Source: an optimization exercise on an open RTL-to-GDS flow (aim: small area, a short achievable clock period and few clock cycles). Production flows keep margins and buffers that such runs may drop. Power figures rest on the tool's default switching activity, not on a simulated workload.

Setup of the previous run:
==> flow/design.v (excerpt) <==
module t43dr_codec (
    input  wire        clk,
    input  wire        rst,
    input  wire        tx_start_valid,
    output wire        tx_start_ready,
    input  wire [7:0]  tx_cmd,
    input  wire [15:0] tx_len,
    input  wire        tx_data_valid,
    output wire        tx_data_ready,
    input  wire [7:0]  tx_data,
    output wire        txw_valid,
    input  wire        txw_ready,
    output wire [7:0]  txw_data,
    output wire        tx_size_err,
    input  wire        rx_clear,
    input  wire        rx_valid,
    output wire        rx_ready,
    input  wire [7:0]  rx_data,
    output wire        rxo_valid,
    input  wire        rxo_ready,
    output wire        rxo_last,
    output wire [7:0]  rxo_data,
    output wire [2:0]  rxo_status,
    output wire [7:0]  rxo_cmd,
    output wire [15:0] rxo_len
);
==> flow/config.mk <==
export PLATFORM = sky130hd
export DESIGN_NAME = t43dr_codec
export DESIGN_NICKNAME = t43dr_codec
export VERILOG_FILES = /design/flow/design.v
export SDC_FILE = /design/flow/constraint.sdc
export NUM_CORES = 4
export LEC_CHECK = 0
export CAP_MARGIN = 20
export CORE_MARGIN = 2
export CORE_UTILIZATION = 40
export CTS_BUF_LIST = sky130_fd_sc_hd__clkbuf_8
export SETUP_SLACK_MARGIN = 2.0
export SLEW_MARGIN = 20
==> flow/constraint.sdc <==
create_clock -name core_clock -period 4.0 [get_ports {clk}]
set_input_delay 0.8000 -clock core_clock [delete_from_list [all_inputs] [get_ports {clk}]]
set_output_delay 0.8000 -clock core_clock [all_outputs]
set_load 0.01 [all_outputs]
standard.sh (not shown) runs the stock make flow with config.mk's settings and CLKGATE_MAP_FILE= SYNTH_SCRIPT=/design/flow/synth_recipe.tcl, a recipe that flattens the netlist after the stock synthesis.
==> flow/flow/run.sh <==
#!/bin/bash
# Standard ORFS layout, with the port buffers made of a small, fast buffer
# instead of the default delay buffer.
set -euo pipefail
PORTBUF=${PORTBUF:-sky130_fd_sc_hd__buf_1}
bash standard.sh "BUFFER_PORTS_ARGS=-buffer_cell $PORTBUF" finish > standard.log 2>&1
[inputs] the current run vs the previous run
==> flow/flow/run.sh <==
#!/bin/bash
# Standard ORFS layout, with the port buffers made of a small, fast buffer
# instead of the default delay buffer.
set -euo pipefail
PORTBUF=${PORTBUF:-sky130_fd_sc_hd__buf_2}
bash standard.sh "BUFFER_PORTS_ARGS=-buffer_cell $PORTBUF" finish > standard.log 2>&1
### Flow results
Relative to the previous run, layout filler cell count has decreased by 10 in the current run.
In the current run, maximum number of pins on one net before global-route repair is higher than in the previous run.
Power, the current run and the previous run, lower one = the current run.
From the previous run to the current run the numbers moved as follows: power density over cell area down about 3.6%; final critical-path share of the clock period up 0.65 points.
Where first-pass GRT wire length is concerned, the previous run is better than the current run.
Looking at leading cell type in the layout, fill and taps excluded, the buf_1 result is from the previous run; the buf_2 one comes from the current run.
Overall overflow remaining after global route: the current run vs the previous run identical
The current run against the previous run: first-iteration detailed-routing DRC count lost 11%; proportion of cell area occupied by registers lost 1.1 points.
No run of this note included a check of the RTL's function; only the layout flow was run.

========
Another version of the RTL of t43dr_codec (not shown whole).
Size in the first run: roughly 430 cells after synthesis, roughly 82 flip-flops, ~98 I/O pins, roughly 4600 um2 of cells after synthesis.
clock: 4.0 ns
lec_check: 0
cap_margin: 20
core_margin: 2
core_utilization: 40
slew_margin: 20
==> flow/flow/run.sh <==
#!/bin/bash
# Standard ORFS layout, with the port buffers made of a small, fast buffer
# instead of the default delay buffer.
set -euo pipefail
PORTBUF=${PORTBUF:-sky130_fd_sc_hd__buf_1}
bash standard.sh "BUFFER_PORTS_ARGS=-buffer_cell $PORTBUF" finish > standard.log 2>&1
The first run went through all stages and came out clean.
Edit:
--- a/flow/flow/run.sh
+++ b/flow/flow/run.sh
@@ -4,3 +4,3 @@
 set -euo pipefail
-PORTBUF=${PORTBUF:-sky130_fd_sc_hd__buf_1}
+PORTBUF=${PORTBUF:-sky130_fd_sc_hd__buf_2}
 bash standard.sh "BUFFER_PORTS_ARGS=-buffer_cell $PORTBUF" finish > standard.log 2>&1
=> The new run went through all stages and came out clean. Maximum frequency decreases by about 1.2%. Sequential share of layout area decreases by 0.48 points. Setup slack gets worse by 0.035 ns. Critical path depth decreases by 1. Combinational power increases by about 7%. Final area increases by 1.1%. Routed wire length increases by 0.55%. Via count increases by 0.86%.
Function was not checked in any run of this note: the RTL went through the layout flow alone.

========
The RTL this note starts from:
==> flow/design.v <==
module t43dr_encoder (
    input  wire        clk,
    input  wire        rst,
    input  wire        start_valid,
    output wire        start_ready,
    input  wire [7:0]  cmd,
    input  wire [15:0] len,
    input  wire        data_valid,
    output wire        data_ready,
    input  wire [7:0]  data,
    output wire        wire_valid,
    input  wire        wire_ready,
    output wire [7:0]  wire_data,
    output reg         size_err
);
    localparam [7:0] START = 8'h02;
    localparam [7:0] END   = 8'h03;
    localparam [7:0] ESC   = 8'h1B;
    localparam [2:0] S_IDLE = 3'd0,
                     S_REJ  = 3'd1,
                     S_CMD  = 3'd2,
                     S_LENH = 3'd3,
                     S_LENL = 3'd4,
                     S_DATA = 3'd5,
                     S_CHK  = 3'd6,
                     S_END  = 3'd7;
    reg [2:0] state;
    reg [9:0] cnt;        
    reg [7:0] sum;
    reg       wv;         
    reg       ef;         
    reg [7:0] wd;
    function is_marker(input [7:0] b);
        is_marker = (b == START) || (b == END) || (b == ESC);
    endfunction
    assign wire_valid = wv;
    assign wire_data  = ef ? ESC : wd;
    wire can_load = wire_ready && !ef;
    reg hdr_rdy;
    reg dat_rdy;
    assign start_ready = wire_ready && hdr_rdy;
    assign data_ready  = wire_ready && dat_rdy;
    wire too_long = (|len[15:10]) || (len[9] && (|len[8:0]));
    reg  hdr_seen;
    reg  hdr_long;
    reg       load;
    reg       stuff;
    reg [7:0] val;
    always @(*) begin
        load  = 1'b0;
        stuff = 1'b1;
        val   = 8'h00;
        case (state)
            S_IDLE: begin load = hdr_seen && !hdr_long && can_load; stuff = 1'b0; val = START; end
            S_REJ:  ;
            S_CMD:  begin load = can_load; val = cmd; end
            S_LENH: begin load = can_load; val = {6'd0, cnt[9:8]}; end
            S_LENL: begin load = can_load; val = cnt[7:0]; end
            S_DATA: begin load = data_valid && can_load; val = data; end
            S_CHK:  begin load = can_load; val = sum; end
            S_END:  begin load = can_load; stuff = 1'b0; val = END; end
            default: ;
        endcase
    end
    always @(posedge clk) begin
        if (load) begin
            wd <= val;
        end
        case (state)
            S_CMD:  if (load) sum <= cmd;
            S_LENH, S_LENL, S_DATA: if (load) sum <= sum ^ val;
            default: ;
        endcase
        if (load) begin
            if (state == S_CMD)
                cnt <= len[9:0];
            else if (state == S_DATA)
                cnt <= cnt - 10'd1;
        end
    end
    reg [2:0] n_state;
    always @(*) begin
        n_state = state;
        case (state)
            S_IDLE: if (hdr_seen) begin
                        if (hdr_long) n_state = S_REJ;
                        else if (can_load) n_state = S_CMD;
                    end
            S_REJ:  if (wire_ready) n_state = S_IDLE;
            S_CMD:  if (load) n_state = S_LENH;
            S_LENH: if (load) n_state = S_LENL;
            S_LENL: if (load) n_state = (cnt == 10'd0) ? S_CHK : S_DATA;
            S_DATA: if (load && cnt == 10'd1) n_state = S_CHK;
            S_CHK:  if (load) n_state = S_END;
            default: if (load) n_state = S_IDLE;
        endcase
    end
    wire n_ef = load ? (stuff && is_marker(val)) : (ef && !wire_ready);
    always @(posedge clk) begin
        hdr_long <= too_long;
        if (rst) begin
            hdr_rdy  <= 1'b0;
            dat_rdy  <= 1'b0;
            hdr_seen <= 1'b0;
        end else begin
            hdr_seen <= start_valid && !start_ready;
            hdr_rdy <= (n_state == S_CMD) || (n_state == S_REJ);
            dat_rdy <= (n_state == S_DATA) && !n_ef;
        end
    end
    always @(posedge clk) begin
        if (rst) begin
            state    <= S_IDLE;
            wv       <= 1'b0;
            ef       <= 1'b0;
            size_err <= 1'b0;
        end else begin
            size_err <= (state == S_REJ) && wire_ready;
            ef <= n_ef;
            if (load)
                wv <= 1'b1;
            else if (wire_ready && !ef)
                wv <= 1'b0;
            state <= n_state;
        end
    end
endmodule
module t43dr_decoder (
    input  wire        clk,
    input  wire        rst,
    input  wire        clear,
    input  wire        in_valid,
    output wire        in_ready,
    input  wire [7:0]  in_data,
    output reg         out_valid,
    input  wire        out_ready,
    output reg         out_last,
    output wire [7:0]  out_data,
    output wire [2:0]  out_status,
    output wire [7:0]  out_cmd,
    output wire [15:0] out_len
);
    localparam [7:0] START = 8'h02;
    localparam [7:0] END   = 8'h03;
    localparam [7:0] ESC   = 8'h1B;
    localparam [2:0] ST_OK       = 3'd0,
                     ST_CHECKSUM = 3'd2,
                     ST_SIZE     = 3'd3,
                     ST_FRAME    = 3'd4;
    localparam [2:0] WAIT_START = 3'd0,
                     READ_CMD   = 3'd1,
                     READ_LENH  = 3'd2,
                     READ_LENL  = 3'd3,
                     READ_DATA  = 3'd4,
                     READ_CHK   = 3'd5,
                     WAIT_END   = 3'd6;
    reg [2:0]  state;
    reg        esc;
    reg [7:0]  cmd_r;
    reg [9:0]  P;
    reg [9:0]  Q;
    reg [7:0]  sum;
    reg [7:0]  ev_r;
    assign out_cmd    = cmd_r;
    assign out_len    = {Q[5:0], P};
    assign out_data   = ev_r;
    assign out_status = ev_r[2:0];
    assign in_ready = out_ready;
    wire in_fire = in_valid && out_ready;
    wire [2:0] cur_state = clear ? WAIT_START : state;
    wire       cur_esc   = clear ? 1'b0 : esc;
    wire is_esc   = (in_data == ESC);
    wire is_start = (in_data == START);
    wire is_end   = (in_data == END);
    wire literal  = cur_esc || !(is_esc || is_start || is_end);
    wire        len_big  = (|Q[5:0]) || (P[9] && (P[8] || (|in_data)));
    wire        len_zero = (P[9:8] == 2'd0) && (in_data == 8'd0);
    wire        cnt_last = (Q == 10'd1);
    reg [2:0] n_state;
    reg       ev;
    reg       ev_last;
    reg [2:0] ev_status;
    always @(*) begin
        n_state   = cur_state;
        ev        = 1'b0;
        ev_last   = 1'b1;
        ev_status = ST_FRAME;
        if (literal) begin
            case (cur_state)
                READ_CMD:  n_state = READ_LENH;
                READ_LENH: n_state = READ_LENL;
                READ_LENL: begin
                    if (len_big) begin
                        n_state   = WAIT_START;
                        ev        = 1'b1;
                        ev_status = ST_SIZE;
                    end else if (len_zero) begin
                        n_state = READ_CHK;
                    end else begin
                        n_state = READ_DATA;
                    end
                end
                READ_DATA: begin
                    ev      = 1'b1;
                    ev_last = 1'b0;
                    if (cnt_last)
                        n_state = READ_CHK;
                end
                READ_CHK:  n_state = WAIT_END;
                WAIT_END: begin
                    n_state = WAIT_START;
                    ev      = 1'b1;
                end
                default: ;
            endcase
        end else if (is_start) begin
            n_state = READ_CMD;
        end else if (is_end) begin
            n_state = WAIT_START;
            if (cur_state == WAIT_END) begin
                ev        = 1'b1;
                ev_status = (sum == 8'h00) ? ST_OK : ST_CHECKSUM;
            end else if (cur_state != WAIT_START) begin
                ev = 1'b1;
            end
        end
    end
    always @(posedge clk) begin
        if (state == READ_CMD)
            cmd_r <= in_data;
        if (state == READ_LENH) begin
            P[9:8] <= in_data[1:0];
            Q      <= {4'd0, in_data[7:2]};
        end
        if (state == READ_LENL)
            P[7:0] <= in_data;
        if (in_fire && literal) begin
            sum <= (cur_state == READ_CMD) ? in_data : sum ^ in_data;
            if (cur_state == READ_LENL && !len_big)
                Q <= {P[9:8], in_data};
            if (cur_state == READ_DATA)
                Q <= Q - 10'd1;
        end
        if (out_ready) begin
            out_last <= ev_last;
            ev_r     <= {in_data[7:3], ev_last ? ev_status : in_data[2:0]};
        end
    end
    always @(posedge clk) begin
        if (rst) begin
            state     <= WAIT_START;
            esc       <= 1'b0;
            out_valid <= 1'b0;
        end else begin
            if (out_ready)
                out_valid <= in_valid && ev;
            if (in_fire) begin
                state <= n_state;
                esc   <= !cur_esc && is_esc;
            end else if (clear) begin
                state <= WAIT_START;
                esc   <= 1'b0;
            end
        end
    end
endmodule
module t43dr_codec (
    input  wire        clk,
    input  wire        rst,
    input  wire        tx_start_valid,
    output wire        tx_start_ready,
    input  wire [7:0]  tx_cmd,
    input  wire [15:0] tx_len,
    input  wire        tx_data_valid,
    output wire        tx_data_ready,
    input  wire [7:0]  tx_data,
    output wire        txw_valid,
    input  wire        txw_ready,
    output wire [7:0]  txw_data,
    output wire        tx_size_err,
    input  wire        rx_clear,
    input  wire        rx_valid,
    output wire        rx_ready,
    input  wire [7:0]  rx_data,
    output wire        rxo_valid,
    input  wire        rxo_ready,
    output wire        rxo_last,
    output wire [7:0]  rxo_data,
    output wire [2:0]  rxo_status,
    output wire [7:0]  rxo_cmd,
    output wire [15:0] rxo_len
);
    t43dr_encoder u_enc (
        .clk         (clk),
        .rst         (rst),
        .start_valid (tx_start_valid),
        .start_ready (tx_start_ready),
        .cmd         (tx_cmd),
        .len         (tx_len),
        .data_valid  (tx_data_valid),
        .data_ready  (tx_data_ready),
        .data        (tx_data),
        .wire_valid  (txw_valid),
        .wire_ready  (txw_ready),
        .wire_data   (txw_data),
        .size_err    (tx_size_err)
    );
    t43dr_decoder u_dec (
        .clk        (clk),
        .rst        (rst),
        .clear      (rx_clear),
        .in_valid   (rx_valid),
        .in_ready   (rx_ready),
        .in_data    (rx_data),
        .out_valid  (rxo_valid),
        .out_ready  (rxo_ready),
        .out_last   (rxo_last),
        .out_data   (rxo_data),
        .out_status (rxo_status),
        .out_cmd    (rxo_cmd),
        .out_len    (rxo_len)
    );
endmodule
export LEC_CHECK = 0
export CAP_MARGIN = 20
export CORE_MARGIN = 2
export CORE_UTILIZATION = 40
export SLEW_MARGIN = 20
create_clock -name core_clock -period 4.0 [get_ports {clk}]
==> flow/flow/run.sh <==
#!/bin/bash
# Standard ORFS layout, with the port buffers made of a small, fast buffer
# instead of the default delay buffer.
set -euo pipefail
PORTBUF=${PORTBUF:-sky130_fd_sc_hd__buf_2}
bash standard.sh "BUFFER_PORTS_ARGS=-buffer_cell $PORTBUF" finish > standard.log 2>&1
The first run finished with timing, DRC and antenna clean.
Then changed:
--- a/flow/config.mk
+++ b/flow/config.mk
@@ -10,0 +11 @@
+export SETUP_SLACK_MARGIN = 2.0
What happened: Hold slack improved by 0.0090 ns; cell area increases by 9.6%; worst setup slack improved by 0.42 ns.
Function was not checked in any run of this note: the RTL went through the layout flow alone.

## afterwards: timing with drivers on the ports
How much do the figures lean on ideal ports? The routed layouts below were timed once more, with nothing changed but the port constraints.
Step 1 sets driving cells, clkbuf_16 on the clock port and buf_2 on the other inputs (assumed; they add their load-dependent delay and slew).
Step 2, shift: input delay + t, output delay - t, t = (earliest + latest rising clock arrival at the registers) / 2. This alone moves slack from input paths to output paths.
Slacks: ideal ports / drivers / drivers and shift; pairs: ideal ports / drivers.
| run | t (ns) | setup slack, ns | hold slack, ns | cell pins on the clock port's net |
|---|---|---|---|---|
| the previous run | 0.404 | 1.927 / 1.888 / 1.634 | 0.488 / 0.488 / 0.488 | 1 |
| the current run | 0.394 | 1.901 / 1.869 / 1.671 | 0.473 / 0.473 / 0.473 | 1 |
| the first run of note 2 | 0.378 | 1.107 / 1.120 / 0.742 | 0.618 / 0.618 / 0.618 | 1 |
| the second run of note 2 | 0.384 | 1.072 / 1.031 / 0.811 | 0.625 / 0.625 / 0.625 | 1 |
| the first run of note 3 | 0.374 | 1.187 / 1.206 / 0.832 | 0.508 / 0.508 / 0.508 | 1 |
| the second run of note 3 | 0.383 | 1.612 / 1.604 / 1.221 | 0.517 / 0.517 / 0.517 | 1 |
After both steps setup and hold are still met in every run listed. For the second run of note 3, which loses most, drivers alone change the setup slack by -0.008 ns; drivers and shift together by -0.391 ns.
